Source: an optimization exercise on an open RTL-to-GDS flow (aim: small area, a short achievable clock period and few clock cycles). Production flows keep margins and buffers that such runs may drop.
RTL that was checked went through simulation tests only; none was proved equivalent to the original.
Only the layout flow was run in runs 5 to 7; the RTL was not checked for function there.
Power figures rest on the tool's default switching activity, not on a simulated workload.

===== flow/run.sh =====
#!/bin/bash
# Layout flow: the standard flow with ports buffered by buf_2 and the
# timing repair aiming for 6.5 ns of setup slack.
bash standard.sh finish BUFFER_PORTS_ARGS="-buffer_cell sky130_fd_sc_hd__buf_2" SETUP_SLACK_MARGIN=6.5 > standard.log 2>&1

===== standard.sh =====
#!/bin/bash
# synth_recipe.tcl (not shown) runs the flow's synth.tcl, then flattens the netlist and writes it again
# the make line also repeats each setting of config.mk as NAME=value (left out here)
make -C /OpenROAD-flow-scripts/flow DESIGN_CONFIG=/design/flow/config.mk WORK_HOME=/design/flow/orfs CLKGATE_MAP_FILE= SYNTH_SCRIPT=/design/flow/synth_recipe.tcl "${@:-finish}"

===== config.mk =====
export PLATFORM = sky130hd
export DESIGN_NAME = dust_frame_engine
export DESIGN_NICKNAME = dust_frame_engine
export VERILOG_FILES = /design/flow/design.v
export SDC_FILE = /design/flow/constraint.sdc
export NUM_CORES = 4
export LEC_CHECK = 0
export CAP_MARGIN = 20
export CELL_PAD_IN_SITES_DETAIL_PLACEMENT = 1
export CELL_PAD_IN_SITES_GLOBAL_PLACEMENT = 2
export CORE_MARGIN = 2
export CORE_UTILIZATION = 30
export PLACE_DENSITY = 0.45
export SLEW_MARGIN = 20
export SYNTH_MEMORY_MAX_BITS = 8192

===== constraint.sdc =====
create_clock -name core_clock -period 10.0 [get_ports {clk}]
set_input_delay 2.0000 -clock core_clock [delete_from_list [all_inputs] [get_ports {clk}]]
set_output_delay 2.0000 -clock core_clock [all_outputs]
set_load 0.01 [all_outputs]

===== design.v =====
module dust_crc_table (
    input  wire        clk,
    input  wire        rst,
    input  wire        bld_valid,
    input  wire [15:0] bld_poly,
    output wire        bld_ready,
    output wire        tbl_valid,
    output reg  [15:0] poly,
    output reg  [7:1]  d
);
    reg built;
    always @(posedge clk) begin
        if (rst)
            built <= 1'b0;
        else if (bld_valid)
            built <= 1'b1;
    end
    always @(posedge clk) begin
        if (!built)
            poly <= bld_poly;
    end
    reg [7:0] dd;
    integer n, m;
    always @* begin
        dd = 8'd1;
        for (n = 1; n < 8; n = n + 1) begin
            dd[n] = 1'b0;
            for (m = 1; m <= n; m = m + 1)
                dd[n] = dd[n] ^ (poly[16-m] & dd[n-m]);
        end
    end
    always @(posedge clk)
        d <= dd[7:1];
    assign bld_ready = !built;
    assign tbl_valid = built;
endmodule
module dust_crc_step (
    input  wire [15:0] poly,
    input  wire [7:1]  d,
    input  wire [15:0] crc,
    input  wire [7:0]  b,
    output reg  [15:0] crc_next
);
    reg [7:0] u, f;
    integer k, m;
    always @* begin
        for (k = 0; k < 8; k = k + 1)
            u[k] = crc[15-k] ^ b[7-k];
        for (k = 0; k < 8; k = k + 1) begin
            f[k] = u[k];
            for (m = 1; m <= k; m = m + 1)
                f[k] = f[k] ^ (d[m] & u[k-m]);
        end
        crc_next = {crc[7:0], 8'h00};
        for (k = 0; k < 8; k = k + 1)
            crc_next = crc_next ^ ({16{f[k]}} & (poly << (7 - k)));
    end
endmodule
module dust_tx (
    input  wire        clk,
    input  wire        rst,
    input  wire        enable,
    input  wire [15:0] poly,
    input  wire [7:1]  d,
    input  wire        hdr_valid,
    input  wire [1:0]  opcode,
    input  wire [1:0]  len_code,
    input  wire        ack,
    input  wire [10:0] pkt_num,
    output reg         hdr_ready,
    input  wire        in_valid,
    input  wire [7:0]  in_data,
    output reg         in_ready,
    output reg         out_valid,
    output reg  [7:0]  out_data,
    output reg         out_last,
    input  wire        out_ready
);
    localparam O_IDLE = 2'd0;
    localparam O_HDR  = 2'd1;
    localparam O_PAY  = 2'd2;
    localparam O_CRC  = 2'd3;
    reg        in_pay;       
    reg [7:0]  icnt;         
    reg        hpend;        
    reg [15:0] hi16;         
    reg        sv;           
    reg [7:0]  sd;           
    reg        sl;           
    reg [1:0]  ost;
    reg [1:0]  hcnt;
    reg [15:0] crc;
    wire [15:0] crc_next;
    dust_crc_step u_step (.poly(poly), .d(d), .crc(crc), .b(out_data), .crc_next(crc_next));
    wire hacc  = hdr_valid && hdr_ready;
    wire pacc  = in_valid && in_ready;
    wire plast = (icnt == 8'd0);
    wire ofree = !out_valid || out_ready;
    wire xfer  = out_valid && out_ready;
    wire st_idle = (ost == O_IDLE);
    wire st_hdr  = (ost == O_HDR);
    wire st_pay  = (ost == O_PAY);
    wire st_crc  = (ost == O_CRC);
    wire start   = st_idle && hpend && enable;
    wire       load      = start || st_hdr || st_crc || (st_pay && (sv || pacc));
    wire       pay_last  = sv ? sl : plast;
    wire [7:0] pay_data  = sv ? sd : in_data;
    wire [7:0] load_data = st_pay ? pay_data : st_crc ? crc_next[15:8] : hi16[15:8];
    wire take = st_pay && ofree;
    wire sv_n     = (sv || pacc) && !take;
    wire in_pay_n = hacc || (in_pay && !(pacc && plast));
    wire hpend_n  = hacc || (hpend && !(start && ofree));
    always @(posedge clk) begin
        if (rst) begin
            in_pay    <= 1'b0;
            hpend     <= 1'b0;
            sv        <= 1'b0;
            hdr_ready <= 1'b0;
            in_ready  <= 1'b0;
            ost       <= O_IDLE;
            out_valid <= 1'b0;
            crc       <= 16'h0000;
        end else begin
            in_pay    <= in_pay_n;
            hpend     <= hpend_n;
            sv        <= sv_n;
            hdr_ready <= !in_pay_n && !hpend_n;
            in_ready  <= in_pay_n && !sv_n;
            if (xfer)
                crc <= crc_next;
            if (ofree) begin
                out_valid <= load;
                if (start)
                    ost <= O_HDR;
                else if (st_hdr && hcnt == 2'd3)
                    ost <= O_PAY;
                else if (st_pay && load && pay_last)
                    ost <= O_CRC;
                else if (st_crc && hcnt == 2'd1)
                    ost <= O_IDLE;
            end
        end
    end
    always @(posedge clk) begin
        if (hacc)
            hi16 <= {opcode, len_code, ack, pkt_num};
        else if (ofree && (start || st_hdr))
            hi16 <= {hi16[7:0], ~hi16[15:8]};
        if (hacc)
            icnt <= (8'd32 << len_code) - 8'd1;
        else if (pacc)
            icnt <= icnt - 8'd1;
        if (pacc) begin
            sd <= in_data;
            sl <= plast;
        end
        if (ofree) begin
            out_data <= load_data;
            out_last <= st_crc && (hcnt == 2'd1);
            if (start)
                hcnt <= 2'd1;
            else if (st_hdr || st_crc)
                hcnt <= hcnt + 2'd1;
        end
    end
endmodule
module dust_rx (
    input  wire        clk,
    input  wire        rst,
    input  wire        enable,
    input  wire [15:0] poly,
    input  wire [7:1]  d,
    input  wire        in_valid,
    input  wire [7:0]  in_data,
    output reg         in_ready,
    output reg         res_valid,
    output reg         res_hdr_ok,
    output reg         res_crc_ok,
    output wire [31:0] res_hdr,
    output wire [15:0] res_residue
);
    reg        rv;           
    reg [7:0]  rd;
    reg        hold;         
    reg        body;         
    reg        first;        
    reg [1:0]  hcnt;
    reg [8:0]  cnt;          
    reg [31:0] hdr_word;
    reg [15:0] crc;
    assign res_hdr     = hdr_word;
    assign res_residue = crc;
    wire [15:0] crc_base = first ? 16'h0000 : crc;
    wire [15:0] crc_next;
    dust_crc_step u_step (.poly(poly), .d(d), .crc(crc_base), .b(rd), .crc_next(crc_next));
    wire [31:0] hdr_full = {hdr_word[23:0], rd};
    wire        hdr_good = (hdr_full[31:16] ^ hdr_full[15:0]) == 16'hFFFF;
    wire [1:0]  hdr_len  = hdr_full[29:28];
    wire proc     = rv && !hold;
    wire hdr_end  = !body && (hcnt == 2'd3);
    wire body_end = body && (cnt == 9'd0);
    wire fr_end   = proc && (body_end || (hdr_end && !hdr_good));
    always @(posedge clk) begin
        if (rst) begin
            rv        <= 1'b0;
            in_ready  <= 1'b0;
            hold      <= 1'b0;
            body      <= 1'b0;
            first     <= 1'b1;
            hcnt      <= 2'd0;
            res_valid <= 1'b0;
        end else begin
            rv        <= (rv && hold) || (in_valid && in_ready);
            in_ready  <= enable && !fr_end;
            hold      <= fr_end;
            res_valid <= hold;
            if (proc) begin
                first <= fr_end;
                if (!body) begin
                    hcnt <= hcnt + 2'd1;
                    if (hdr_end && hdr_good)
                        body <= 1'b1;
                end else if (body_end)
                    body <= 1'b0;
            end
        end
    end
    always @(posedge clk) begin
        if (!hold)
            rd <= in_data;
        if (proc) begin
            crc <= crc_next;
            if (!body) begin
                hdr_word   <= hdr_full;
                res_hdr_ok <= hdr_good;
                if (hdr_end)
                    cnt <= (9'd32 << hdr_len) + 9'd1;
            end else
                cnt <= cnt - 9'd1;
        end
        if (hold)
            res_crc_ok <= res_hdr_ok && (crc == 16'h0000);
    end
endmodule
module dust_frame_engine (
    input  wire        clk,
    input  wire        rst,
    input  wire        bld_valid,
    input  wire [15:0] bld_poly,
    output wire        bld_ready,
    output wire        tbl_valid,
    input  wire        tx_hdr_valid,
    input  wire [1:0]  tx_opcode,
    input  wire [1:0]  tx_len_code,
    input  wire        tx_ack,
    input  wire [10:0] tx_pkt_num,
    output wire        tx_hdr_ready,
    input  wire        tx_in_valid,
    input  wire [7:0]  tx_in_data,
    output wire        tx_in_ready,
    output wire        tx_out_valid,
    output wire [7:0]  tx_out_data,
    output wire        tx_out_last,
    input  wire        tx_out_ready,
    input  wire        rx_in_valid,
    input  wire [7:0]  rx_in_data,
    output wire        rx_in_ready,
    output wire        rx_res_valid,
    output wire        rx_res_hdr_ok,
    output wire        rx_res_crc_ok,
    output wire [31:0] rx_res_hdr,
    output wire [15:0] rx_res_residue
);
    wire [15:0] poly;
    wire [7:1]  d;
    dust_crc_table u_table (
        .clk(clk), .rst(rst),
        .bld_valid(bld_valid), .bld_poly(bld_poly),
        .bld_ready(bld_ready), .tbl_valid(tbl_valid),
        .poly(poly), .d(d)
    );
    dust_tx u_tx (
        .clk(clk), .rst(rst), .enable(tbl_valid), .poly(poly), .d(d),
        .hdr_valid(tx_hdr_valid), .opcode(tx_opcode), .len_code(tx_len_code),
        .ack(tx_ack), .pkt_num(tx_pkt_num), .hdr_ready(tx_hdr_ready),
        .in_valid(tx_in_valid), .in_data(tx_in_data), .in_ready(tx_in_ready),
        .out_valid(tx_out_valid), .out_data(tx_out_data), .out_last(tx_out_last),
        .out_ready(tx_out_ready)
    );
    dust_rx u_rx (
        .clk(clk), .rst(rst), .enable(tbl_valid), .poly(poly), .d(d),
        .in_valid(rx_in_valid), .in_data(rx_in_data), .in_ready(rx_in_ready),
        .res_valid(rx_res_valid), .res_hdr_ok(rx_res_hdr_ok), .res_crc_ok(rx_res_crc_ok),
        .res_hdr(rx_res_hdr), .res_residue(rx_res_residue)
    );
endmodule

==> flow_metrics.env, run 1 <==
export IMPL_root_buffer="clkbuf_16"
export IMPL_yosysWarnings=4
export IMPL_drt_wl_total_um=35800
export IMPL_gr_total_overflow=0
export IMPL_outcome="complete, no violations"
export IMPL_crit_type="register to primary output"
export IMPL_synth_common_cells="287 x nand2_1, 130 x xnor2_1, 127 x edfxtp_1"
export IMPL_routabilityCongestion=0.741
export IMPL_core_area_um2=37500
export IMPL_vias=8435
export IMPL_hp_start="u_tx.crc[2]$_SDFFE_PP0P_"
export IMPL_dp_hpwl_um=24400
export IMPL_rrSetupSlack_ns=6.63
export IMPL_busiest_layer="met2"
export IMPL_fmaxAchievable_ghz=0.295
export IMPL_post_route_period_util_pct=33.9
export IMPL_r2r_start="u_tx.out_data[5]$_DFFE_PN_"
export IMPL_drive_gt1_share_pct=19.0
export IMPL_synth_edf_count=127
export IMPL_portBuffers=120
export IMPL_rsz0062_at_grt="no"
export IMPL_die_x_um=198
export IMPL_synth_ff_type="edfxtp_1"
export IMPL_grt_max_degree=41
export IMPL_critPathRequiredTime_ns=8.00
export IMPL_end_kind="primary output"
export IMPL_ioPinCount=121
export IMPL_powerDensity_nw_per_um2=262
export IMPL_setup_viol=0
export IMPL_period_minus_slack_ns=3.39
export IMPL_multi_input_area_um2=6260
export IMPL_power_leakage_nw=5.25
export IMPL_synthCells=1200
export IMPL_fin_cells=1795
export IMPL_syn_num_nets=1263
export IMPL_tightestPinTransition_ns=1.02
export IMPL_synth_top_area_share_pct=33.6
export IMPL_track_usage_pct=18.8
export IMPL_yosysTopAreaCell="edfxtp_1"
export IMPL_use_met2_pct=31.8
export IMPL_crit_fanout=19
export IMPL_initial_utilization_pct=30.3
export IMPL_skew_ns=0.0133
export IMPL_cts_sinks=167
export IMPL_tritoncts="done"
export IMPL_yosys_top_cells_area="edfxtp_1 34%, xnor2_1 10%, nand2_1 9.5%"
export IMPL_drc=0
export IMPL_cts_buffers=17
export IMPL_r2r_cells=9
export IMPL_antenna_found_initial=0
export IMPL_wl_per_cell_um=19.9
export IMPL_drtAntennaViolNets=0
export IMPL_synth_most_common_cell="nand2_1"
export IMPL_critPathLaunchType="register"
export IMPL_synthToLayoutAreaGrowth_pct=15.1
export IMPL_cap_violations=0
export IMPL_dp_cells=1755
export IMPL_grt_pass1_wl_um=54600
export IMPL_fin_nets=1334
export IMPL_synthesis_area_um2=11300
export IMPL_path_clk_slew_ns=0.07
export IMPL_antenna_cells=0
export IMPL_drtIter0Drc=379
export IMPL_r2r_end="u_tx.out_data[1]$_DFFE_PN_"
export IMPL_clk_path_buf_depth=2
export IMPL_arrival_ns=1.39
export IMPL_maxSlewViolCount=0
export IMPL_synth_seq_area_share_pct=40.7
export IMPL_grt_use_met1_pct=25.2
export IMPL_avgSynthCellArea_um2=9.46
export IMPL_die_y_um=198
export IMPL_fillers=4372
export IMPL_avgViaCountPerCell=4.70
export IMPL_ctsHoldBuffers=0
export IMPL_first_pass_iters=4
export IMPL_grt_pass1_vias=8568
export IMPL_clk_latency_ns=0.45
export IMPL_synthArstFlopShare_pct=0
export IMPL_design_die_area_um2=39400
export IMPL_slew_headroom_pct=31.8
export IMPL_htree_levels=4
export IMPL_hold_depth=2
export IMPL_hold_end="u_tx.crc[2]$_SDFFE_PP0P_"
export IMPL_fin_setup_tns_ns=0
export IMPL_num_rows=71
export IMPL_irDropWorstVdd_mv=0.165
export IMPL_ff_latch_area_um2=4620
export IMPL_synth_distinct_cells=64
export IMPL_hold_viol_final=0
export IMPL_gr_usage_met3_pct=3.03
export IMPL_min_path_type="register to register"
export IMPL_ys_ff_latch=167
==> cells in the final DEF, fill, tap and decap left out, types with 4 or more instances in the layout <==
master,instances
dfxtp_1,39
xor2_1,66
nand2b_1,5
o21ai_0,33
nand3_1,11
buf_2,120
nor3_1,7
xnor2_2,11
a211o_1,4
a21oi_1,71
mux2i_1,10
nand2_2,8
nor2b_1,7
buf_4,28
and2_1,7
nand4_1,5
nor4_1,6
edfxtp_1,127
ha_1,8
nand2_1,286
o211ai_1,13
inv_1,23
nor3b_1,4
xnor3_2,4
xnor3_1,28
clkbuf_16,17
xnor2_4,4
a22oi_1,10
mux2_2,11
a211oi_1,6
a22o_1,4
nor3b_2,6
nor2_1,97
a311o_1,6
xnor2_1,125
clkinv_8,5
==> where the power goes <==
group / internal (mW) / total [mW] / switching, mW
logic: 0.939 / 1.81 / 0.873
clock network: 0.359 / 0.701 / 0.341
registers: 0.839 / 0.910 / 0.0704
==> critical path, cell delays in order, from the launching register on <==
cell and delay, ns:
dfxtp_1 0.34, inv_1 0.06, buf_4 0.33, buf_2 0.20
==> area by class of cell <==
cell class | instances | share of cell area (%)
multi-input combinational | 912 | 48.0
sequential | 167 | 35.3
timing repair buffer | 150 | 6.45
tap | 511 | 4.90
clock buffer | 17 | 3.26
clock inverter | 15 | 1.44
inverter | 23 | 0.661
==> per-stage QoR <==
stage               util (%)  hold slack (ns)  setup WS, ns  power (mW)  instance area (um2)
floorplan                  -            0.421          6.50        2.32                11400
global placement        32.7            0.454          5.90        2.67                12200
detailed placement      32.7            0.460          5.76        2.67                12200
CTS                     34.5            0.470          6.43        3.43                12900
global route            34.8            0.488          6.50        3.63                13100
finish                  34.8            0.467          6.61        3.42                13100
==> routing by layer <==
layer / up-vias / wire length, um
li1: 4154 / -
met1: 4143 / 17100
met2: 120 / 17300
met3: 18 / 1020
met4: 0 / 345
met5: - / 0
==> cells by family after synthesis <==
group	count (synthesis)	synth area share, %
fa+ha+maj	8	0.882
xor+xnor	243	23.8
simple gates	472	18.2
buf+inv	121	5.34
compound gates	168	9.17
mux	21	1.97
flops	167	40.7
==> worst max-delay path by stage <==
stage / start / endpoint / slack, ns / cells after the start
5_1_grt: u_table.built$_SDFFE_PP0P_ / bld_ready / 6.50 / 3
4_1_cts: u_table.d[1]$_DFF_P_ / u_tx.out_data[7]$_DFFE_PN_ / 6.43 / 10
6_report: u_table.built$_SDFFE_PP0P_ / bld_ready / 6.61 / 3
3_5_place_dp: u_tx.out_data[6]$_DFFE_PN_ / u_tx.out_data[7]$_DFFE_PN_ / 5.76 / 9
3_3_place_gp: u_tx.out_data[6]$_DFFE_PN_ / u_tx.out_data[7]$_DFFE_PN_ / 5.90 / 9
2_1_floorplan: tx_hdr_valid / u_tx.icnt[6]$_DFFE_PP_ / 6.50 / 9
==> flip-flops by register name (all words and copies together), names as in the netlist, 7 cells and up <==
name           cells
u_rx.cnt           9
u_rx.crc          16
u_rx.hdr_word     32
u_rx.rd            8
u_table.d          7
u_table.poly      16
u_tx.crc          16
u_tx.hi16         16
u_tx.icnt          8
u_tx.out_data      8
u_tx.sd            8
==> timing repair <==
item                                    in CTS  in global routing
pin swaps                                    1                  1
setup buffers                                4                  4
endpoints found under the setup margin      39                 26
gates resized for setup                      9                 12
Testbench counts, summed over its fixed seeds: cycles 13,087.
==> run 2: changes to the inputs <==
--- a/config.mk
+++ b/config.mk
@@ -5,6 +5,7 @@
 export SDC_FILE = /design/flow/constraint.sdc
 export NUM_CORES = 4
 export LEC_CHECK = 0
+export ABC_AREA = 1
 export CAP_MARGIN = 20
 export CELL_PAD_IN_SITES_DETAIL_PLACEMENT = 1
 export CELL_PAD_IN_SITES_GLOBAL_PLACEMENT = 2
==> run 2 against run 1 <==
Against the previous run: still clean on timing, DRC and antenna; first-iteration DRC count up 50%; flip-flop and latch count unchanged; power down 19%; count of clock-buffer cells in the layout up 1; via count up 53%; utilization down 0.84 points; critical path depth unchanged; sequential power down 5.2%; maximum frequency up 0.82%; synthesized area up 15%; design area up 12%; critical path type unchanged; largest power group unchanged.
==> flow_metrics.env, run 2 <==
export IMPL_synth_distinct_cells=48
export IMPL_synth_ff_type="edfxtp_1"
export IMPL_cp_cell_sequence="inv_1 -> buf_6 -> buf_2"
export IMPL_r2r_end="u_tx.out_data[1]$_DFFE_PN_"
export IMPL_path_clk_slew_ns=0.07
export IMPL_maxSlewViolCount=0
export IMPL_drc=0
export IMPL_rsz0062_at_grt="yes"
export IMPL_drive_gt1_share_pct=12.0
export IMPL_cap_violations=0
export IMPL_die_x_um=213
export IMPL_clk_latency_ns=0.49
export IMPL_crit_type="register to primary output"
export IMPL_fillers=5584
export IMPL_avgSynthCellArea_um2=6.54
export IMPL_fin_setup_tns_ns=0
export IMPL_portBuffers=120
export IMPL_synthArstFlopShare_pct=0
export IMPL_skew_ns=0.0115
export IMPL_antenna_cells=0
export IMPL_critPathBufInv=3
export IMPL_yosysWarnings=4
export IMPL_tritoncts="done"
export IMPL_synth_top_area_share_pct=29.2
export IMPL_drtAntennaViolNets=0
export IMPL_tightestPinTransition_ns=0.898
export IMPL_wl_per_cell_um=18.0
export IMPL_period_minus_slack_ns=3.36
export IMPL_cp_depth=3
export IMPL_synth_most_common_cell="nand2_1"
export IMPL_design_die_area_um2=45200
export IMPL_endpoint="bld_ready"
export IMPL_rrSetupSlack_ns=6.83
export IMPL_num_rows=76
export IMPL_grt_max_degree=40
export IMPL_fin_cells=2664
export IMPL_root_buffer="clkbuf_16"
export IMPL_gr_total_overflow=0
export IMPL_clk_path_buf_depth=2
export IMPL_drtIter0Drc=568
export IMPL_grt_pass1_wl_um=74500
export IMPL_fmaxAchievable_ghz=0.297
export IMPL_r2r_cells=15
export IMPL_vias=12900
export IMPL_cts_sinks=167
export IMPL_fin_nets=2129
export IMPL_final_common_cell="nand2_1"
export IMPL_synth_edf_count=127
export IMPL_ctsHoldBuffers=0
export IMPL_drt_wl_total_um=48100
export IMPL_die_y_um=213
export IMPL_cp_startpoint="u_table.built$_SDFFE_PP0P_"
export IMPL_setup_slack_ns=6.64
export IMPL_synthesis_area_um2=13100
export IMPL_slowest_delay_ns=0.32
export IMPL_postCtsSetupBuffers=0
export IMPL_core_area_um2=43000
export IMPL_synth_seq_area_share_pct=35.3
export IMPL_cts_buffers=17
export IMPL_outcome="complete, no violations"
export IMPL_setup_viol=0
export IMPL_syn_num_nets=2059
export IMPL_end_kind="primary output"
export IMPL_antenna_found_initial=0
export IMPL_synthCells=1996
export IMPL_powerDensity_nw_per_um2=191
export IMPL_track_usage_pct=22.1
export IMPL_first_pass_iters=5
export IMPL_grt_pass1_vias=12900
export IMPL_avgViaCountPerCell=4.85
export IMPL_initial_utilization_pct=30.4
export IMPL_final_cell_mix="793 x nand2_1, 260 x nand3_1, 225 x inv_1"
export IMPL_critPathLaunchType="register"
export IMPL_crit_fanout=19
export IMPL_dp_hpwl_um=35900
export IMPL_ioPinCount=121
export IMPL_arrival_ns=1.36
export IMPL_power_leakage_nw=7.29
export IMPL_synth_common_cells="796 x nand2_1, 260 x nand3_1, 226 x inv_1"
export IMPL_place_ws_ns=5.89
export IMPL_dp_cells=2630
export IMPL_post_route_period_util_pct=33.6
export IMPL_routabilityCongestion=0.795
export IMPL_ys_ff_latch=167
export IMPL_critPathRequiredTime_ns=8.00
export IMPL_yosysTopAreaCell="edfxtp_1"
export IMPL_hold_viol_final=0
export IMPL_yosys_top_cells_area="edfxtp_1 29%, nand2_1 23%, nand3_1 10%"
export IMPL_largest_register_ffs=32
export IMPL_min_path_type="register to register"
export IMPL_crit_path_top_delay_cell="dfxtp_1"
export IMPL_critPathTopFamily="buffers and inverters"
export IMPL_irDropWorstVdd_mv=0.0898
export IMPL_largest_register="u_rx.hdr_word"
export IMPL_r2r_start="u_table.d[3]$_DFF_P_"
export IMPL_slew_headroom_pct=40.1
export IMPL_synthToLayoutAreaGrowth_pct=11.9
export IMPL_htree_levels=4
[run 2: repair_timing]
item	CTS	global route
endpoints found under the setup margin	6	11
resized for setup	4	4
pin swaps	0	0
cloned	0	1
[run 2: routing by layer]
layer	vias to the layer above	track usage, %	part of all wire (%)
met3	41	2.61	2.1
li1	6453	-	-
met1	6287	28.7	47
met2	142	38.2	49
met4	0	6.49	1.8
met5	-	0	0
[run 2: worst reg2reg max path: cells and delay by family, from the launching register on]
| family | cells | cell delay [ns] |
|---|---|---|
| AND/OR/NAND/NOR | 12 | 1.73 |
| AO/OA/AOI/OAI | 1 | 0.12 |
| buffers and inverters | 2 | 0.39 |
| flip-flops | 1 | 0.67 |
[run 2: how the worst min path moves through the flow]
| stage | startpoint | endpoint | slack (ns) | cells past startpoint |
|---|---|---|---|---|
| floorplan | u_table.poly[15]$_DFFE_PN_ | u_table.d[1]$_DFF_P_ | 0.40 | 0 |
| global placement | u_rx.rv$_SDFF_PP0_ | u_rx.rv$_SDFF_PP0_ | 0.46 | 1 |
| detailed placement | u_rx.rv$_SDFF_PP0_ | u_rx.rv$_SDFF_PP0_ | 0.46 | 1 |
| CTS | u_rx.rv$_SDFF_PP0_ | u_rx.rv$_SDFF_PP0_ | 0.48 | 1 |
| global route | u_rx.rv$_SDFF_PP0_ | u_rx.rv$_SDFF_PP0_ | 0.53 | 1 |
| finish | u_rx.rv$_SDFF_PP0_ | u_rx.rv$_SDFF_PP0_ | 0.47 | 1 |
[run 2: per-stage QoR]
step                cell area (um2)  hold WS [ns]  utilization [%]  power [mW]
floorplan                     13100         0.398                -        1.77
global placement              14000         0.461             32.6        2.09
detailed placement            14000         0.463             32.6        2.13
CTS                           14600         0.476             33.9        2.83
global route                  14600         0.525             34.0        3.01
finish                        14600         0.469             34.0        2.78
[run 2: cell type report]
class                           count  area (um2)  share of cell area, %
Clock buffer                       18         429                   2.94
Clock inverter                     14         136                  0.933
Inverter                          239         906                   6.20
Multi-Input combinational cell   1503        7040                   48.1
Sequential cell                   167        4620                   31.6
Tap cell                          585         732                   5.01
Timing Repair Buffer              137         752                   5.15
Timing Repair inverter              1        5.00                 0.0342
[run 2: kinds of logic after synthesis]
kind of cell               after synthesis  share of synthesized area, %
adders and majority gates                8                         0.767
xor gates and xnor gates                70                          4.90
and+or+nand+nor                       1313                          43.4
AOI/OAI and AO/OA                      112                          4.65
buffers and inverters                  326                          11.0
DFF                                    167                          35.3
[run 2: report_power, final]
group / internal [mW] / switching, mW / leakage [nW] / total [mW]
logic: 0.366 / 0.870 / 5.48 / 1.24
registers: 0.808 / 0.0556 / 1.53 / 0.863
clock network: 0.349 / 0.337 / 0.272 / 0.686
total: 1.52 / 1.26 / 7.29 / 2.78
==> run 3: changes to the inputs <==
==> flow/run.sh (replaced) <==
#!/bin/bash
# Layout flow: the standard flow with ports buffered by buf_2 and the
# timing repair aiming for 6 ns of setup slack.
bash standard.sh finish BUFFER_PORTS_ARGS="-buffer_cell sky130_fd_sc_hd__buf_2" SETUP_SLACK_MARGIN=6 > standard.log 2>&1
--- a/config.mk
+++ b/config.mk
@@ -5,7 +5,6 @@
 export SDC_FILE = /design/flow/constraint.sdc
 export NUM_CORES = 4
 export LEC_CHECK = 0
-export ABC_AREA = 1
 export CAP_MARGIN = 20
 export CELL_PAD_IN_SITES_DETAIL_PLACEMENT = 1
 export CELL_PAD_IN_SITES_GLOBAL_PLACEMENT = 2
==> run 3 against run 2 <==
Against the previous run: largest cell class unchanged; power up 19%; flip-flop and latch count unchanged; sequential share of layout area up 4.3 points; maximum frequency down 9.2%; still clean on timing, DRC and antenna; sequential power up 5.2%; synthesized cell count down 40%; critical path depth up 6; register-to-register slack worse by 0.53 ns; clock power down 5.1%; combinational power up 41%.
==> flow_metrics.env, run 3 <==
export IMPL_outcome="complete, no violations"
export IMPL_first_pass_iters=6
export IMPL_drtAntennaViolNets=0
export IMPL_grt_max_degree=41
export IMPL_final_cell_mix="287 x nand2_1, 128 x xnor2_1, 127 x edfxtp_1"
export IMPL_hold_ws_ns=0.466
export IMPL_synth_top_area_share_pct=33.6
export IMPL_cts_sinks=167
export IMPL_dp_cells=1755
export IMPL_initial_utilization_pct=30.3
export IMPL_root_buffer="clkbuf_16"
export IMPL_drc=0
export IMPL_fin_setup_tns_ns=0
export IMPL_grt_pass1_wl_um=54500
export IMPL_postCtsSetupBuffers=0
export IMPL_crit_type="register to register"
export IMPL_rrSetupSlack_ns=6.30
export IMPL_yosysTopAreaCell="edfxtp_1"
export IMPL_fin_nets=1326
export IMPL_p_seq_share_pct=27.4
export IMPL_dp_hpwl_um=24700
export IMPL_synth_most_common_cell="nand2_1"
export IMPL_cap_violations=0
export IMPL_fin_cells=1787
export IMPL_synth_distinct_cells=64
export IMPL_tritoncts="done"
export IMPL_yosys_top_cells_area="edfxtp_1 34%, xnor2_1 10%, nand2_1 9.5%"
export IMPL_synth_ff_type="edfxtp_1"
export IMPL_p_comb_share_pct=52.9
export IMPL_synthesis_area_um2=11300
export IMPL_htree_levels=4
export IMPL_synthCells=1200
export IMPL_grt_pass1_vias=8627
export IMPL_clkPwrFrac_pct=19.7
export IMPL_largest_register_ffs=32
export IMPL_route_met2_wl_um=17800
export IMPL_slew_headroom_pct=31.0
export IMPL_met3_length_um=820
export IMPL_ys_ff_latch=167
export IMPL_post_route_period_util_pct=37.0
export IMPL_critPathLaunchType="register"
export IMPL_intPower_mw=2.05
export IMPL_synth_edf_count=127
export IMPL_crit_fanout=12
export IMPL_rsz0062_at_grt="no"
export IMPL_drt_met1_wl_um=16900
export IMPL_maxSlewViolCount=0
export IMPL_hold_viol_final=0
export IMPL_path_clk_slew_ns=0.07
export IMPL_power_switching_mw=1.26
export IMPL_antenna_cells=0
export IMPL_final_util_pct=34.3
export IMPL_synth_common_cells="287 x nand2_1, 130 x xnor2_1, 127 x edfxtp_1"
export IMPL_syn_num_nets=1263
export IMPL_portBuffers=120
export IMPL_place_ws_ns=6.12
export IMPL_num_rows=71
export IMPL_design_die_area_um2=39400
export IMPL_powerDensity_nw_per_um2=258
export IMPL_synthToLayoutAreaGrowth_pct=13.2
export IMPL_top_layer="met4"
export IMPL_core_area_um2=37500
export IMPL_track_usage_pct=18.7
export IMPL_drtIter0Drc=423
export IMPL_yosysWarnings=4
export IMPL_final_common_cell="nand2_1"
export IMPL_gr_total_overflow=0
export IMPL_netSwitchingFraction_pct=38.1
export IMPL_critPathRequiredTime_ns=10.16
export IMPL_drive_gt1_share_pct=17.7
export IMPL_end_kind="register"
export IMPL_avgSynthCellArea_um2=9.46
export IMPL_avgViaCountPerCell=4.77
export IMPL_tightestPinTransition_ns=1.03
export IMPL_synth_seq_area_share_pct=40.7
export IMPL_min_path_type="register to register"
export IMPL_vias=8518
export IMPL_synthArstFlopShare_pct=0
export IMPL_arrival_ns=3.86
export IMPL_routabilityCongestion=0.730
export IMPL_irDropWorstVdd_mv=0.135
export IMPL_setup_viol=0
export IMPL_drt_wl_total_um=35900
export IMPL_clk_latency_ns=0.45
export IMPL_clk_path_buf_depth=2
export IMPL_largest_register="u_rx.hdr_word"
export IMPL_cts_buffers=17
export IMPL_fmaxAchievable_ghz=0.270
export IMPL_wl_per_cell_um=20.1
export IMPL_ioPinCount=121
export IMPL_power_leakage_nw=5.16
export IMPL_antenna_found_initial=0
export IMPL_period_minus_slack_ns=3.70
export IMPL_die_x_um=198
export IMPL_setup_slack_ns=6.30
export IMPL_die_y_um=198
export IMPL_skew_ns=0.00979
## run 3: repair_timing
item / 4_1_cts / 5_1_grt
hold buffers: 0 / 0
resized for setup: 0 / 5
setup endpoints to repair: 0 / 19
## run 3: per-layer routing
| layer | GRT usage [%] | up-vias |
|---|---|---|
| li1 | - | 4132 |
| met1 | 24.2 | 4258 |
| met2 | 33.2 | 105 |
| met3 | 2.64 | 23 |
| met4 | 4.15 | 0 |
| met5 | 0 | - |
## run 3: critical path, stage by stage (launching register included)
cell	delay, ns
edfxtp_1	0.43
xnor2_1	0.56
o211ai_1	0.20
a211oi_1	0.54
o211a_1	0.63
nor3_2	0.09
xnor3_1	0.35
xnor3_1	0.39
a21oi_1	0.15
a21oi_1	0.08
## run 3: cells by family after synthesis
kind of cell	synth area share [%]
DFF	40.7
muxes	1.97
AOI/OAI and AO/OA	9.17
and+or+nand+nor	18.2
buffers and inverters	5.34
xor gates and xnor gates	23.8
adders and majority gates	0.882
## run 3: worst paths after layout
| path | start | endpoint | cells past startpoint |
|---|---|---|---|
| worst max-delay path | u_tx.out_data[1]$_DFFE_PN_ | u_tx.out_data[7]$_DFFE_PN_ | 9 |
| worst min-delay path | u_tx.crc[4]$_SDFFE_PP0P_ | u_tx.crc[4]$_SDFFE_PP0P_ | 2 |
| worst max register to register | u_tx.out_data[1]$_DFFE_PN_ | u_tx.out_data[7]$_DFFE_PN_ | 9 |
| worst min register to register | u_tx.crc[4]$_SDFFE_PP0P_ | u_tx.crc[4]$_SDFFE_PP0P_ | 2 |
## run 3: power by group through the flow
stage / Clock, mW / Sequential [mW] / Combinational [mW]
after detailed placement: 0 / 0.924 / 1.76
after global routing: 0.697 / 0.917 / 1.91
final: 0.651 / 0.908 / 1.75
after CTS: 0.673 / 0.909 / 1.78
after floorplan: 0 / 0.890 / 1.43
after global placement: 0 / 0.924 / 1.75
## run 3: final cells by class
cell class	instances	area, um2
fillers	4363	24600
inverters	23	86.3
well taps	511	639
flip-flops and latches	167	4620
repair buffers	142	766
multi-input cells	912	6200
clock buffers	19	433
clock inverters	13	115
## run 3: stage by stage
step	instance area [um2]	power [mW]
finish	12900	3.31
global route	12900	3.52
CTS	12800	3.36
detailed placement	12300	2.69
global placement	12200	2.68
floorplan	11300	2.32
==> run 4: changes to the inputs <==
==> flow/run.sh (replaced) <==
#!/bin/bash
# Layout flow: the standard flow with ports buffered by buf_2 and the
# timing repair aiming for 7 ns of setup slack.
bash standard.sh finish BUFFER_PORTS_ARGS="-buffer_cell sky130_fd_sc_hd__buf_2" SETUP_SLACK_MARGIN=7 > standard.log 2>&1
==> run 4 against run 3 <==
Against the previous run: via count up 8.1%; design area up 18%; clock skew up 0.0071 ns; sequential power about the same; power up 21%; count of clock-buffer cells in the layout down 2; synthesized cell count unchanged; critical endpoint is now tx_out_data[7]; largest power group unchanged; highest routed layer unchanged.
==> flow_metrics.env, run 4 <==
export IMPL_clk_path_buf_depth=2
export IMPL_synth_mux_area_fraction_pct=1.97
export IMPL_drt_met1_wl_um=18600
export IMPL_tightestPinTransition_ns=1.04
export IMPL_synth_xor_area_share_pct=23.8
export IMPL_maxSlewViolCount=0
export IMPL_ys_ff_latch=167
export IMPL_drtIter0Drc=458
export IMPL_synth_distinct_cells=64
export IMPL_irDropWorstVdd_mv=0.141
export IMPL_critPathTopFamily="flip-flops"
export IMPL_tritoncts="done"
export IMPL_yosys_top_cells_area="edfxtp_1 34%, xnor2_1 10%, nand2_1 9.5%"
export IMPL_skew_ns=0.0168
export IMPL_gr_total_overflow=0
export IMPL_hold_depth=2
export IMPL_synthToLayoutAreaGrowth_pct=34.1
export IMPL_synth_common_cells="287 x nand2_1, 130 x xnor2_1, 127 x edfxtp_1"
export IMPL_hold_ws_ns=0.473
export IMPL_clk_latency_ns=0.45
export IMPL_powerDensity_nw_per_um2=262
export IMPL_yosysTopAreaCell="edfxtp_1"
export IMPL_final_cell_mix="266 x nand2_1, 135 x buf_4, 127 x edfxtp_1"
export IMPL_cts_sinks=167
export IMPL_final_common_cell="nand2_1"
export IMPL_design_die_area_um2=39400
export IMPL_cts_buffers=17
export IMPL_largest_register_ffs=32
export IMPL_synth_top_family_by_area="XOR/XNOR gates"
export IMPL_power_leakage_nw=6.37
export IMPL_slew_headroom_pct=30.3
export IMPL_fmaxAchievable_ghz=0.314
export IMPL_vias=9210
export IMPL_root_buffer="clkbuf_16"
export IMPL_drive_gt1_share_pct=34.5
export IMPL_hp_start="u_tx.crc[8]$_SDFFE_PP0P_"
export IMPL_die_y_um=198
export IMPL_grt_max_degree=41
export IMPL_antenna_cells=0
export IMPL_routabilityCongestion=0.733
export IMPL_slowest_delay_ns=0.45
export IMPL_outcome="complete, no violations"
export IMPL_portBuffers=120
export IMPL_core_area_um2=37500
export IMPL_grt_pass1_vias=9229
export IMPL_arrival_ns=1.18
export IMPL_wl_per_cell_um=20.8
export IMPL_min_path_type="register to register"
export IMPL_avgViaCountPerCell=4.74
export IMPL_drtAntennaViolNets=0
export IMPL_path_clk_slew_ns=0.08
export IMPL_num_rows=71
export IMPL_hold_viol_final=0
export IMPL_hold_end="u_tx.crc[8]$_SDFFE_PP0P_"
export IMPL_synth_compound_area_share_pct=9.17
export IMPL_ioPinCount=121
export IMPL_synthAdderAreaFrac_pct=0.882
export IMPL_ff_latch_area_um2=4630
export IMPL_critPathBufInv=2
export IMPL_drt_wl_total_um=40400
export IMPL_post_route_period_util_pct=31.8
export IMPL_crit_type="register to primary output"
export IMPL_synth_ff_type="edfxtp_1"
export IMPL_track_usage_pct=20.1
export IMPL_ctsHoldBuffers=0
export IMPL_synthCells=1200
export IMPL_r2r_cells=10
export IMPL_synth_seq_area_share_pct=40.7
export IMPL_rrSetupSlack_ns=6.88
export IMPL_htree_levels=4
export IMPL_yosysWarnings=4
export IMPL_avgSynthCellArea_um2=9.46
export IMPL_initial_utilization_pct=30.3
export IMPL_setup_viol=0
export IMPL_dp_hpwl_um=24700
export IMPL_top_layer="met4"
export IMPL_grt_pass1_wl_um=58400
export IMPL_period_minus_slack_ns=3.18
export IMPL_first_pass_iters=4
export IMPL_r2r_start="u_tx.out_data[2]$_DFFE_PN_"
export IMPL_yosys_area_share_simple_pct=18.2
export IMPL_synth_most_common_cell="nand2_1"
export IMPL_fin_nets=1482
export IMPL_rsz0062_at_grt="yes"
export IMPL_antenna_found_initial=0
export IMPL_die_x_um=198
export IMPL_met3_length_um=1090
export IMPL_synthArstFlopShare_pct=0
export IMPL_route_met2_wl_um=20300
export IMPL_r2r_end="u_tx.out_data[7]$_DFFE_PN_"
export IMPL_fillers=4268
export IMPL_multi_input_area_um2=7080
export IMPL_fin_setup_tns_ns=0
export IMPL_crit_path_top_delay_cell="edfxtp_1"
export IMPL_critPathLaunchType="register"
export IMPL_end_kind="primary output"
export IMPL_critPathRequiredTime_ns=8.00
export IMPL_syn_num_nets=1263
export IMPL_cap_violations=0
export IMPL_largest_register="u_rx.hdr_word"
export IMPL_synthesis_area_um2=11300
export IMPL_crit_fanout=3
export IMPL_synth_top_area_share_pct=33.6
export IMPL_cp_cell_sequence="buf_4 -> buf_6"
export IMPL_drc=0
export IMPL_synth_edf_count=127
## run 4: changes by cell type in the layout (fill, tap and decap cells not counted), sizes merged
cell	previous run	this run
buf	142	290
clkinvlp	2	4
inv	29	28
xor3	1	2
nand2	295	296
clkinv	5	6
clkbuf	19	20
xnor3	32	34
o211a	3	4
## run 4: final cells by class
type	count	area share (%)
multi-input combinational	917	46.5
sequential	167	30.4
timing repair buffer	293	14.6
tap	511	4.20
clock buffer	17	2.79
clock inverter	15	0.921
inverter	23	0.616
## run 4: worst min-delay path: cells and delay by family, from the launching register on
kind	cells	cell delay, ns
flops	1	0.32
simple gates	1	0.06
compound gates	1	0.05
## run 4: logic make-up after synthesis
family / after synthesis
simple gates: 472
fa+ha+maj: 8
compound gates: 168
flops: 167
mux: 21
buf+inv: 121
xor+xnor: 243
## run 4: worst max-delay path by stage
stage / startpoint / endpoint / slack [ns] / cells past startpoint
floorplan: tx_hdr_valid / u_tx.icnt[6]$_DFFE_PP_ / 6.74 / 9
global placement: u_tx.out_data[6]$_DFFE_PN_ / u_tx.out_data[7]$_DFFE_PN_ / 5.97 / 9
detailed placement: u_tx.out_data[6]$_DFFE_PN_ / u_tx.out_data[7]$_DFFE_PN_ / 5.93 / 9
CTS: u_rx.crc[12]$_DFFE_PP_ / rx_res_residue[12] / 6.80 / 1
global route: u_tx.out_data[7]$_DFFE_PN_ / u_tx.out_data[1]$_DFFE_PN_ / 6.75 / 13
finish: u_tx.out_data[7]$_DFFE_PN_ / tx_out_data[7] / 6.82 / 2
## run 4: repair_timing
item / CTS / global route
setup buffers: 94 / 58
pin swaps: 45 / 63
gates cloned: 3 / 5
endpoints found under the setup margin: 100 / 112
resized for setup: 112 / 85
## run 4: through the flow
step	setup slack, ns	instances	instance area (um2)	util [%]	power, mW
finish	6.82	1943	15200	40.6	3.99
global route	6.75	1943	15200	40.6	4.19
global placement	5.97	1751	12300	32.7	2.67
CTS	6.80	1880	14200	38.0	3.76
detailed placement	5.93	1751	12300	32.7	2.68
floorplan	6.74	1200	11400	-	2.32
## run 4: power breakdown
part           internal (mW)  switching (mW)
logic                   1.34            1.08
registers              0.840          0.0689
clock network          0.330           0.335
## run 4: per-layer routing
metal	up-vias	GRT usage, %
met5	-	0
met4	0	4.31
met3	26	2.97
met2	117	35.0
met1	4600	26.4
li1	4467	-
==> run 5: changes to the inputs <==
--- a/design.v
+++ b/design.v
@@ -9,11 +9,15 @@
     output reg  [7:1]  d
 );
     reg built;
-    always @(posedge clk) begin
-        if (rst)
+    reg empty;       
+    always @(posedge clk) begin
+        if (rst) begin
             built <= 1'b0;
-        else if (bld_valid)
+            empty <= 1'b1;
+        end else if (bld_valid) begin
             built <= 1'b1;
+            empty <= 1'b0;
+        end
     end
     always @(posedge clk) begin
         if (!built)
@@ -31,7 +35,7 @@
     end
     always @(posedge clk)
         d <= dd[7:1];
-    assign bld_ready = !built;
+    assign bld_ready = empty;
     assign tbl_valid = built;
 endmodule
 module dust_crc_step (
@@ -142,15 +146,15 @@
         end
     end
     always @(posedge clk) begin
-        if (hacc)
+        if (hdr_ready)
             hi16 <= {opcode, len_code, ack, pkt_num};
         else if (ofree && (start || st_hdr))
             hi16 <= {hi16[7:0], ~hi16[15:8]};
-        if (hacc)
+        if (hdr_ready)
             icnt <= (8'd32 << len_code) - 8'd1;
         else if (pacc)
             icnt <= icnt - 8'd1;
-        if (pacc) begin
+        if (in_ready) begin
             sd <= in_data;
             sl <= plast;
         end
==> flow/run.sh (replaced) <==
#!/bin/bash
# Layout flow: the standard flow with ports buffered by buf_2 and the
# timing repair aiming for 6.5 ns of setup slack.
bash standard.sh finish BUFFER_PORTS_ARGS="-buffer_cell sky130_fd_sc_hd__buf_2" SETUP_SLACK_MARGIN=6.5 > standard.log 2>&1
==> run 5 against run 4 <==
Against the previous run: still clean on timing, DRC and antenna; maximum frequency shrank 6.2%; sequential share of layout area grew 5.4 points; power shrank 7.1%; design area shrank 15%; cell count shrank 8.5%; utilization shrank 6.0 points; critical endpoint is now tx_in_ready; largest power group unchanged.
==> flow_metrics.env, run 5 <==
export IMPL_outcome="complete, no violations"
export IMPL_clk_path_buf_depth=2
export IMPL_fmaxAchievable_ghz=0.295
export IMPL_drtAntennaViolNets=0
export IMPL_synthesis_area_um2=11300
export IMPL_avgSynthCellArea_um2=9.51
export IMPL_min_path_type="register to register"
export IMPL_setup_slack_ns=6.61
export IMPL_maxSlewViolCount=0
export IMPL_root_buffer="clkbuf_16"
export IMPL_crit_fanout=13
export IMPL_r2r_cells=10
export IMPL_core_area_um2=37400
export IMPL_crit_path_top_delay_cell="dfxtp_1"
export IMPL_ff_latch_area_um2=4640
export IMPL_dp_hpwl_um=24400
export IMPL_initial_utilization_pct=30.3
export IMPL_ctsHoldBuffers=0
export IMPL_dpl_cell_area_um2=12200
export IMPL_largest_register_ffs=32
export IMPL_rsz0062_at_grt="no"
export IMPL_drive_gt1_share_pct=17.8
export IMPL_yosys_top_cells_area="edfxtp_1 34%, xnor2_1 9.7%, nand2_1 9.7%"
export IMPL_critPathRequiredTime_ns=8.00
export IMPL_drc=0
export IMPL_design_die_area_um2=39300
export IMPL_track_usage_pct=18.4
export IMPL_synth_most_common_cell="nand2_1"
export IMPL_gr_total_overflow=0
export IMPL_syn_num_nets=1254
export IMPL_htree_levels=4
export IMPL_synth_seq_area_share_pct=40.9
export IMPL_drtIter0Drc=364
export IMPL_first_pass_iters=4
export IMPL_yosysWarnings=4
export IMPL_vias=8443
export IMPL_crit_type="register to primary output"
export IMPL_clk_latency_ns=0.45
export IMPL_routabilityCongestion=0.733
export IMPL_design_area_um2=13000
export IMPL_end_kind="primary output"
export IMPL_tritoncts="done"
export IMPL_final_cell_mix="292 x nand2_1, 127 x edfxtp_1, 120 x xnor2_1, 120 x buf_2, 73 x nor2_1"
export IMPL_synth_top_area_share_pct=33.7
export IMPL_grt_max_degree=41
export IMPL_route_met2_wl_um=16900
export IMPL_synth_common_cells="292 x nand2_1, 127 x edfxtp_1, 126 x xnor2_1"
export IMPL_post_route_period_util_pct=33.9
export IMPL_synth_edf_count=127
export IMPL_antenna_cells=0
export IMPL_ioPinCount=121
export IMPL_fin_nets=1316
export IMPL_critPathTopFamily="flip-flops"
export IMPL_slew_headroom_pct=31.8
export IMPL_place_ws_ns=6.18
export IMPL_cts_sinks=168
export IMPL_met3_length_um=988
export IMPL_hold_ws_ns=0.449
export IMPL_cp_depth=1
export IMPL_cap_violations=0
export IMPL_die_y_um=198
export IMPL_drt_met1_wl_um=16900
export IMPL_path_clk_slew_ns=0.08
export IMPL_tightestPinTransition_ns=1.02
export IMPL_grt_pass1_wl_um=53900
export IMPL_synth_ff_type="edfxtp_1"
export IMPL_cp_cell_sequence="buf_2"
export IMPL_top_layer="met4"
export IMPL_powerDensity_nw_per_um2=286
export IMPL_synthArstFlopShare_pct=0
export IMPL_yosysTopAreaCell="edfxtp_1"
export IMPL_hold_viol_final=0
export IMPL_synthCells=1191
export IMPL_slowest_delay_ns=0.70
export IMPL_synthToLayoutAreaGrowth_pct=14.4
export IMPL_fin_setup_tns_ns=0
export IMPL_final_common_cell="nand2_1"
export IMPL_drt_wl_total_um=35100
export IMPL_synth_distinct_cells=64
export IMPL_critPathLaunchType="register"
export IMPL_cts_buffers=17
export IMPL_power_leakage_nw=5.25
export IMPL_critPathBufInv=1
export IMPL_setup_viol=0
export IMPL_ys_ff_latch=168
export IMPL_arrival_ns=1.39
export IMPL_fillers=4275
export IMPL_die_x_um=198
export IMPL_irDropWorstVdd_mv=0.146
export IMPL_hold_depth=1
export IMPL_num_rows=71
export IMPL_period_minus_slack_ns=3.39
export IMPL_wl_per_cell_um=19.7
export IMPL_antenna_found_initial=0
export IMPL_largest_register="u_rx.hdr_word"
export IMPL_portBuffers=120
export IMPL_multi_input_area_um2=6180
export IMPL_avgViaCountPerCell=4.75
export IMPL_grt_pass1_vias=8778
export IMPL_skew_ns=0.0170
run 5: cell types whose count changed after synthesis, moves of 7 or more:
cell     previous run  this run
nor2_1             98        74
a21oi_1            71        58
nand2_2             7         0
nand3_2             0         8
o21ai_0            34        54
run 5: power breakdown:
| group | switching, mW | leakage (nW) | internal, mW |
|---|---|---|---|
| sequential | 0.0818 | 1.55 | 0.856 |
| clock | 0.333 | 0.285 | 0.334 |
| combinational | 0.999 | 3.42 | 1.11 |
run 5: cell type report:
class | instances | share of cell area (%)
clock buffers | 17 | 3.28
repair buffers | 145 | 6.49
clock inverters | 15 | 1.21
inverters | 20 | 0.579
flip-flops and latches | 168 | 35.8
well taps | 511 | 4.93
multi-input cells | 901 | 47.7
run 5: what timing repair did:
action	in CTS	in global routing
buffers inserted	0	4
pin swaps	0	3
gates resized for setup	5	12
endpoints found under the setup margin	23	20
run 5: path summary, 6_finish.rpt:
path / slack (ns) / to / startpoint
hold / removal: 0.45 / u_tx.hdr_ready$_SDFF_PP0_ / u_tx.in_pay$_SDFF_PP0_
setup / recovery: 6.61 / tx_in_ready / u_tx.in_ready$_SDFF_PP0_
setup reg to reg: 6.72 / u_tx.out_data[0]$_DFFE_PN_ / u_tx.out_data[6]$_DFFE_PN_
hold reg to reg: 0.45 / u_tx.hdr_ready$_SDFF_PP0_ / u_tx.in_pay$_SDFF_PP0_
run 5: stage by stage:
stage,power (mW),instances,util [%]
detailed placement,3.03,1740,32.6
global placement,3.00,1739,32.6
global route,3.96,1777,34.6
finish,3.71,1777,34.6
floorplan,2.56,1191,-
CTS,3.72,1772,34.2
run 5: kinds of logic (layout without fill, tap and decap cells):
group | count (synthesis) | count (layout) | share of synthesized area, %
and+or+nand+nor | 446 | 446 | 16.9
xor gates and xnor gates | 236 | 236 | 23.6
AOI/OAI and AO/OA | 190 | 190 | 10.4
DFF | 168 | 168 | 40.9
buffers and inverters | 122 | 197 | 5.38
muxes | 21 | 21 | 1.99
adders and majority gates | 8 | 8 | 0.884
run 5: metal layers:
metal / global-route usage (%) / vias up
li1: - / 4131
met4: 3.56 / 0
met2: 31.4 / 109
met3: 2.62 / 18
met1: 24.8 / 4185
met5: 0 / -
==> run 6: changes to the inputs <==
--- a/design.v
+++ b/design.v
@@ -89,7 +89,6 @@
     reg        hpend;        
     reg [15:0] hi16;         
     reg        sv;           
-    reg [7:0]  sd;           
     reg        sl;           
     reg [1:0]  ost;
     reg [1:0]  hcnt;
@@ -106,9 +105,10 @@
     wire st_pay  = (ost == O_PAY);
     wire st_crc  = (ost == O_CRC);
     wire start   = st_idle && hpend && enable;
+    wire hdr_end = st_hdr && (hcnt == 2'd3);
     wire       load      = start || st_hdr || st_crc || (st_pay && (sv || pacc));
     wire       pay_last  = sv ? sl : plast;
-    wire [7:0] pay_data  = sv ? sd : in_data;
+    wire [7:0] pay_data  = sv ? hi16[7:0] : in_data;
     wire [7:0] load_data = st_pay ? pay_data : st_crc ? crc_next[15:8] : hi16[15:8];
     wire take = st_pay && ofree;
     wire sv_n     = (sv || pacc) && !take;
@@ -128,15 +128,15 @@
             in_pay    <= in_pay_n;
             hpend     <= hpend_n;
             sv        <= sv_n;
-            hdr_ready <= !in_pay_n && !hpend_n;
-            in_ready  <= in_pay_n && !sv_n;
+            hdr_ready <= !in_pay_n && !hpend_n && !sv_n;
+            in_ready  <= in_pay_n && !sv_n && (st_pay || (hdr_end && ofree));
             if (xfer)
                 crc <= crc_next;
             if (ofree) begin
                 out_valid <= load;
                 if (start)
                     ost <= O_HDR;
-                else if (st_hdr && hcnt == 2'd3)
+                else if (hdr_end)
                     ost <= O_PAY;
                 else if (st_pay && load && pay_last)
                     ost <= O_CRC;
@@ -150,14 +150,14 @@
             hi16 <= {opcode, len_code, ack, pkt_num};
         else if (ofree && (start || st_hdr))
             hi16 <= {hi16[7:0], ~hi16[15:8]};
+        else if (in_ready)
+            hi16[7:0] <= in_data;
         if (hdr_ready)
             icnt <= (8'd32 << len_code) - 8'd1;
         else if (pacc)
             icnt <= icnt - 8'd1;
-        if (in_ready) begin
-            sd <= in_data;
+        if (in_ready)
             sl <= plast;
-        end
         if (ofree) begin
             out_data <= load_data;
             out_last <= st_crc && (hcnt == 2'd1);
==> run 6 against run 5 <==
Against the previous run: synthesized area down 2.1%; clock skew down 0.0012 ns; non-clock buffer count down 1; design area down 2.0%; largest cell class unchanged; critical endpoint is now u_tx.out_data[4]$_DFFE_PN_.
==> flow_metrics.env, run 6 <==
export IMPL_yosys_top_cells_area="edfxtp_1 32%, xnor2_1 10%, nand2_1 9.0%"
export IMPL_largest_register_ffs=32
export IMPL_yosysTopAreaCell="edfxtp_1"
export IMPL_antenna_found_initial=0
export IMPL_clk_path_buf_depth=2
export IMPL_powerDensity_nw_per_um2=280
export IMPL_min_path_type="register to register"
export IMPL_track_usage_pct=18.2
export IMPL_yosys_area_share_simple_pct=17.9
export IMPL_dp_hpwl_um=24200
export IMPL_synth_top_family_by_area="XOR/XNOR gates"
export IMPL_synth_compound_area_share_pct=10.3
export IMPL_drive_gt1_share_pct=17.0
export IMPL_hp_start="u_table.empty$_SDFFE_PP1P_"
export IMPL_hold_depth=1
export IMPL_final_util_pct=34.8
export IMPL_fillers=4197
export IMPL_cts_buffers=17
export IMPL_core_area_um2=36500
export IMPL_setup_viol=0
export IMPL_slew_headroom_pct=24.7
export IMPL_critPathLaunchType="register"
export IMPL_cts_sinks=160
export IMPL_drtAntennaViolNets=0
export IMPL_use_met2_pct=30.6
export IMPL_synth_common_cells="266 x nand2_1, 126 x xnor2_1, 119 x edfxtp_1"
export IMPL_grt_max_degree=41
export IMPL_grt_pass1_vias=8588
export IMPL_grt_use_met1_pct=24.5
export IMPL_die_y_um=196
export IMPL_antenna_cells=0
export IMPL_final_common_cell="nand2_1"
export IMPL_rrSetupSlack_ns=6.57
export IMPL_synth_distinct_cells=58
export IMPL_power_leakage_nw=5.04
export IMPL_synth_top_area_share_pct=32.2
export IMPL_synthesis_area_um2=11100
export IMPL_synthCells=1197
export IMPL_synthToLayoutAreaGrowth_pct=14.5
export IMPL_initial_utilization_pct=30.4
export IMPL_ff_latch_area_um2=4390
export IMPL_r2r_start="u_tx.out_data[3]$_DFFE_PN_"
export IMPL_rsz0062_at_grt="yes"
export IMPL_crit_fanout=12
export IMPL_synth_seq_area_share_pct=39.6
export IMPL_vias=8361
export IMPL_synthArstFlopShare_pct=0
export IMPL_hold_end="u_table.empty$_SDFFE_PP1P_"
export IMPL_synthAdderAreaFrac_pct=0.903
export IMPL_path_clk_slew_ns=0.07
export IMPL_maxSlewViolCount=0
export IMPL_fin_setup_tns_ns=0
export IMPL_grt_pass1_wl_um=52700
export IMPL_irDropWorstVdd_mv=0.145
export IMPL_design_die_area_um2=38500
export IMPL_synth_ff_type="edfxtp_1"
export IMPL_ioPinCount=121
export IMPL_end_kind="register"
export IMPL_outcome="complete, no violations"
export IMPL_routabilityCongestion=0.739
export IMPL_htree_levels=4
export IMPL_wl_per_cell_um=19.9
export IMPL_post_route_period_util_pct=34.3
export IMPL_ys_ff_latch=160
export IMPL_synth_edf_count=119
export IMPL_r2r_cells=9
export IMPL_busiest_layer="met2"
export IMPL_syn_num_nets=1260
export IMPL_drtIter0Drc=290
export IMPL_fin_nets=1316
export IMPL_skew_ns=0.0158
export IMPL_first_pass_iters=6
export IMPL_tritoncts="done"
export IMPL_ctsHoldBuffers=0
export IMPL_avgViaCountPerCell=4.82
export IMPL_multi_input_area_um2=6260
export IMPL_avgSynthCellArea_um2=9.26
export IMPL_arrival_ns=3.61
export IMPL_drc=0
export IMPL_portBuffers=120
export IMPL_drt_wl_total_um=34400
export IMPL_synth_mux_area_fraction_pct=1.81
export IMPL_largest_register="u_rx.hdr_word"
export IMPL_gr_total_overflow=0
export IMPL_crit_type="register to register"
export IMPL_period_minus_slack_ns=3.43
export IMPL_critPathRequiredTime_ns=10.17
export IMPL_final_cell_mix="266 x nand2_1, 120 x buf_2, 119 x edfxtp_1"
export IMPL_synth_most_common_cell="nand2_1"
export IMPL_gr_usage_met3_pct=3.25
export IMPL_num_rows=70
export IMPL_clk_latency_ns=0.45
export IMPL_root_buffer="clkbuf_16"
export IMPL_fmaxAchievable_ghz=0.291
export IMPL_hold_viol_final=0
export IMPL_tightestPinTransition_ns=1.13
export IMPL_yosysWarnings=4
export IMPL_r2r_end="u_tx.out_data[4]$_DFFE_PN_"
export IMPL_synth_xor_area_share_pct=24.0
export IMPL_die_x_um=196
export IMPL_cap_violations=0
run 6: cell count changes in the layout (fill, tap and decap cells not counted), sizes merged, moves of 7 or more:
cell	before	now
nand2b	13	20
a21oi	58	48
edfxtp	127	119
nand2	292	266
a311o	0	9
nor2	74	67
a22oi	12	2
nor3	8	15
xor2	67	77
nor2b	7	22
a31oi	5	18
run 6: how the worst max path moves through the flow:
stage,start,to,slack [ns],cells after the start
after global routing,u_table.d[2]$_DFF_P_,u_tx.out_data[4]$_DFFE_PN_,6.46,10
after CTS,u_tx.out_data[7]$_DFFE_PN_,u_tx.out_data[0]$_DFFE_PN_,6.50,10
final,u_tx.out_data[3]$_DFFE_PN_,u_tx.out_data[4]$_DFFE_PN_,6.57,9
after floorplan,tx_out_ready,u_tx.hi16[0]$_DFFE_PP_,6.52,5
after global placement,tx_out_ready,u_tx.hi16[3]$_DFFE_PP_,5.89,6
after detailed placement,tx_out_ready,u_tx.hi16[2]$_DFFE_PP_,5.85,6
run 6: metal layers:
layer  wire length (um)  vias up
li1                   -     4136
met1              16700     4088
met2              16600      122
met3                943       15
met4                260        0
met5                  0        -
run 6: kinds of logic (layout without fill, tap and decap cells):
kind of cell             Yosys count  after routing
AO/OA/AOI/OAI                    186            186
XOR/XNOR                         242            243
adder cells (fa/ha/maj)            8              8
buffers and inverters            131            199
flip-flops                       160            160
multiplexers                      19             19
AND/OR/NAND/NOR                  451            451
run 6: timing repair:
action,in CTS,in global routing
resized for setup,12,14
pin swaps,0,3
endpoints found under the hold margin,0,0
buffers inserted,0,9
setup endpoints to repair,33,28
cloned,0,1
run 6: cell type report:
class                   instances  share of cell area, %
repair buffers                144                   6.34
clock inverters                15                   1.03
multi-input cells             907                   49.3
well taps                     468                   4.61
flip-flops and latches        160                   34.6
inverters                      23                  0.749
clock buffers                  17                   3.35
run 6: where the power goes:
part / leakage [nW] / internal [mW] / switching [mW]
Clock: 0.259 / 0.325 / 0.312
Combinational: 3.31 / 1.01 / 1.01
Sequential: 1.47 / 0.819 / 0.0774
run 6: through the flow:
step / setup WS [ns] / std cells / instance area, um2 / total power [mW] / hold slack (ns)
final: 6.57 / 1734 / 12700 / 3.55 / 0.454
after global routing: 6.46 / 1734 / 12700 / 3.79 / 0.481
after CTS: 6.50 / 1724 / 12500 / 3.55 / 0.459
after detailed placement: 5.85 / 1692 / 11900 / 2.88 / 0.442
after global placement: 5.89 / 1692 / 11900 / 2.86 / 0.436
after floorplan: 6.52 / 1197 / 11100 / 2.42 / 0.398
run 6: worst max-delay path, cell delays in order, from the launching register on:
cell and delay [ns]:
edfxtp_1 0.51, xor2_1 0.29, o211ai_1 0.18, a211oi_1 0.49, o211ai_1 0.27, and2_2 0.35, nand2_1 0.11, xnor3_1 0.41
xnor2_1 0.33, o221ai_1 0.20
==> run 7: changes to the inputs <==
--- a/config.mk
+++ b/config.mk
@@ -9,7 +9,7 @@
 export CELL_PAD_IN_SITES_DETAIL_PLACEMENT = 1
 export CELL_PAD_IN_SITES_GLOBAL_PLACEMENT = 2
 export CORE_MARGIN = 2
-export CORE_UTILIZATION = 30
-export PLACE_DENSITY = 0.45
+export CORE_UTILIZATION = 50
+export PLACE_DENSITY = 0.65
 export SLEW_MARGIN = 20
 export SYNTH_MEMORY_MAX_BITS = 8192
==> run 7 against run 6 <==
Against the previous run: cell count fell by 11%; clock power increased by 1%; die area down 39%; sequential power about the same; combinational power shrank 3%; worst hold slack improved by 0.012 ns; flip-flop and latch count did not move; synthesized cell count did not move; first-iteration DRC count up 92%; count of clock-buffer cells in the layout did not move; maximum frequency grew 1.3%; clock skew shrank 0.00094 ns; critical endpoint is now u_rx.crc[8]$_DFFE_PP_.
==> flow_metrics.env, run 7 <==
export IMPL_avgViaCountPerCell=5.64
export IMPL_grt_pass1_wl_um=49800
export IMPL_yosysTopAreaCell="edfxtp_1"
export IMPL_power_leakage_nw=5.00
export IMPL_clk_path_buf_depth=2
export IMPL_ys_ff_latch=160
export IMPL_core_area_um2=21800
export IMPL_cts_sinks=160
export IMPL_drive_gt1_share_pct=16.0
export IMPL_crit_type="register to register"
export IMPL_maxSlewViolCount=0
export IMPL_die_y_um=153
export IMPL_hold_depth=2
export IMPL_synthCells=1197
export IMPL_antenna_found_initial=0
export IMPL_multi_input_area_um2=6220
export IMPL_design_die_area_um2=23400
export IMPL_min_path_type="register to register"
export IMPL_irDropWorstVdd_mv=0.196
export IMPL_synth_distinct_cells=58
export IMPL_post_route_period_util_pct=33.9
export IMPL_dp_hpwl_um=21400
export IMPL_final_cell_mix="266 x nand2_1, 124 x xnor2_1, 120 x buf_2"
export IMPL_drc=0
export IMPL_fillers=2510
export IMPL_rsz0062_at_grt="no"
export IMPL_crit_fanout=29
export IMPL_critPathLaunchType="register"
export IMPL_skew_ns=0.0149
export IMPL_fmaxAchievable_ghz=0.295
export IMPL_portBuffers=120
export IMPL_largest_register="u_rx.hdr_word"
export IMPL_outcome="complete, no violations"
export IMPL_antenna_cells=0
export IMPL_fin_setup_tns_ns=0
export IMPL_end_kind="register"
export IMPL_htree_levels=4
export IMPL_synth_top_area_share_pct=32.2
export IMPL_num_rows=54
export IMPL_synth_ff_type="edfxtp_1"
export IMPL_largest_register_ffs=32
export IMPL_routabilityCongestion=0.829
export IMPL_arrival_ns=3.56
export IMPL_ioPinCount=121
export IMPL_synth_most_common_cell="nand2_1"
export IMPL_hold_viol_final=0
export IMPL_cts_buffers=17
export IMPL_tritoncts="done"
export IMPL_initial_utilization_pct=50.8
export IMPL_critPathRequiredTime_ns=10.17
export IMPL_hold_ws_ns=0.466
export IMPL_synthArstFlopShare_pct=0
export IMPL_synthesis_area_um2=11100
export IMPL_vias=8686
export IMPL_gr_total_overflow=0
export IMPL_wl_per_cell_um=20.5
export IMPL_root_buffer="clkbuf_16"
export IMPL_first_pass_iters=5
export IMPL_drt_wl_total_um=31600
export IMPL_r2r_cells=10
export IMPL_cap_violations=0
export IMPL_tightestPinTransition_ns=1.02
export IMPL_synth_edf_count=119
export IMPL_setup_viol=0
export IMPL_die_x_um=153
export IMPL_ctsHoldBuffers=0
export IMPL_rrSetupSlack_ns=6.61
export IMPL_powerDensity_nw_per_um2=283
export IMPL_drtAntennaViolNets=0
export IMPL_period_minus_slack_ns=3.39
export IMPL_track_usage_pct=27.0
export IMPL_p_total_mw=3.50
export IMPL_synth_seq_area_share_pct=39.6
export IMPL_synth_common_cells="266 x nand2_1, 126 x xnor2_1, 119 x edfxtp_1"
export IMPL_drtIter0Drc=556
export IMPL_cp_startpoint="u_rx.rd[6]$_DFFE_PN_"
export IMPL_synthToLayoutAreaGrowth_pct=11.5
export IMPL_ff_latch_area_um2=4400
export IMPL_avgSynthCellArea_um2=9.26
export IMPL_r2r_start="u_rx.rd[6]$_DFFE_PN_"
export IMPL_final_common_cell="nand2_1"
export IMPL_syn_num_nets=1260
export IMPL_slew_headroom_pct=31.6
export IMPL_grt_max_degree=41
export IMPL_endpoint="u_rx.crc[8]$_DFFE_PP_"
export IMPL_yosysWarnings=4
export IMPL_fin_nets=1309
export IMPL_clk_latency_ns=0.43
export IMPL_yosys_top_cells_area="edfxtp_1 32%, xnor2_1 10%, nand2_1 9.0%"
export IMPL_r2r_end="u_rx.crc[8]$_DFFE_PP_"
export IMPL_grt_pass1_vias=8826
export IMPL_path_clk_slew_ns=0.08
[run 7: changes by cell type in the layout (fill, tap and decap cells not counted), sizes merged]
cell	before	now
buf	144	137
clkinv	5	3
clkinvlp	6	3
inv	27	32
[run 7: power breakdown]
part           internal (mW)  switching [mW]  total (mW)
sequential             0.818          0.0785       0.897
combinational          0.966           0.999        1.96
clock                  0.331           0.313       0.644
total                   2.12            1.39        3.50
[run 7: critical path, stage by stage (launching register included)]
cell and delay (ns):
edfxtp_1 0.56, nor2b_1 0.26, nor2_2 0.25, o21ai_0 0.14, a22oi_1 0.29, xnor2_2 0.17, buf_6 0.27, or2_2 0.29
o21ai_0 0.11, a31oi_1 0.31, xnor3_1 0.45
[run 7: final cells by class]
class	count	share of cell area, %
Multi-Input combinational cell	907	50.3
Sequential cell	160	35.6
Timing Repair Buffer	137	5.95
Clock buffer	17	3.44
Tap cell	280	2.83
Clock inverter	15	1.13
Inverter	23	0.739
[run 7: worst min path at each step]
stage | start | end | slack [ns]
2_1_floorplan | u_table.poly[15]$_DFFE_PN_ | u_table.d[1]$_DFF_P_ | 0.40
3_3_place_gp | u_table.empty$_SDFFE_PP1P_ | u_table.empty$_SDFFE_PP1P_ | 0.43
3_5_place_dp | u_tx.crc[0]$_SDFFE_PP0P_ | u_tx.crc[0]$_SDFFE_PP0P_ | 0.45
4_1_cts | u_tx.crc[0]$_SDFFE_PP0P_ | u_tx.crc[0]$_SDFFE_PP0P_ | 0.47
5_1_grt | u_tx.crc[8]$_SDFFE_PP0P_ | u_tx.crc[8]$_SDFFE_PP0P_ | 0.49
6_report | u_tx.crc[0]$_SDFFE_PP0P_ | u_tx.crc[0]$_SDFFE_PP0P_ | 0.47
[run 7: logic make-up (layout without fill, tap and decap cells)]
kind of cell / count (synthesis) / in the layout / share of synthesized area, %
simple gates: 451 / 451 / 17.9
xor+xnor: 242 / 243 / 24.0
compound gates: 186 / 186 / 10.3
flops: 160 / 160 / 39.6
buf+inv: 131 / 192 / 5.43
mux: 19 / 19 / 1.81
fa+ha+maj: 8 / 8 / 0.903
[run 7: timing repair]
action | CTS | global route
setup endpoints to repair | 34 | 16
pin swaps | 1 | 0
gates resized for setup | 14 | 10
cloned | 1 | 0
setup buffers | 2 | 2
[run 7: through the flow]
step	instances	worst slack (ns)	util, %	instance area [um2]
finish	1539	6.61	56.7	12400
global route	1539	6.50	56.7	12400
CTS	1537	6.48	56.4	12300
detailed placement	1502	5.59	53.4	11600
global placement	1502	5.78	53.4	11600
floorplan	1197	6.52	-	11100
[run 7: metal layers]
metal  up-vias  global-route usage [%]  routed length, um  part of all wire (%)
met2       188                    48.7              16200                    51
li1       4123                       -                  -                     -
met1      4351                    34.6              13800                    44
met3        24                    3.91               1100                   3.5
met5         -                       0                  0                     0
met4         0                    5.56                424                   1.3

Setup slack of run 7, layout unchanged: 6.611 ns with ideal ports, 6.611 ns with driving cells assumed (clock clkbuf_16, inputs buf_2), 6.192 ns with port delays also shifted by the 0.469 ns mid clock arrival.
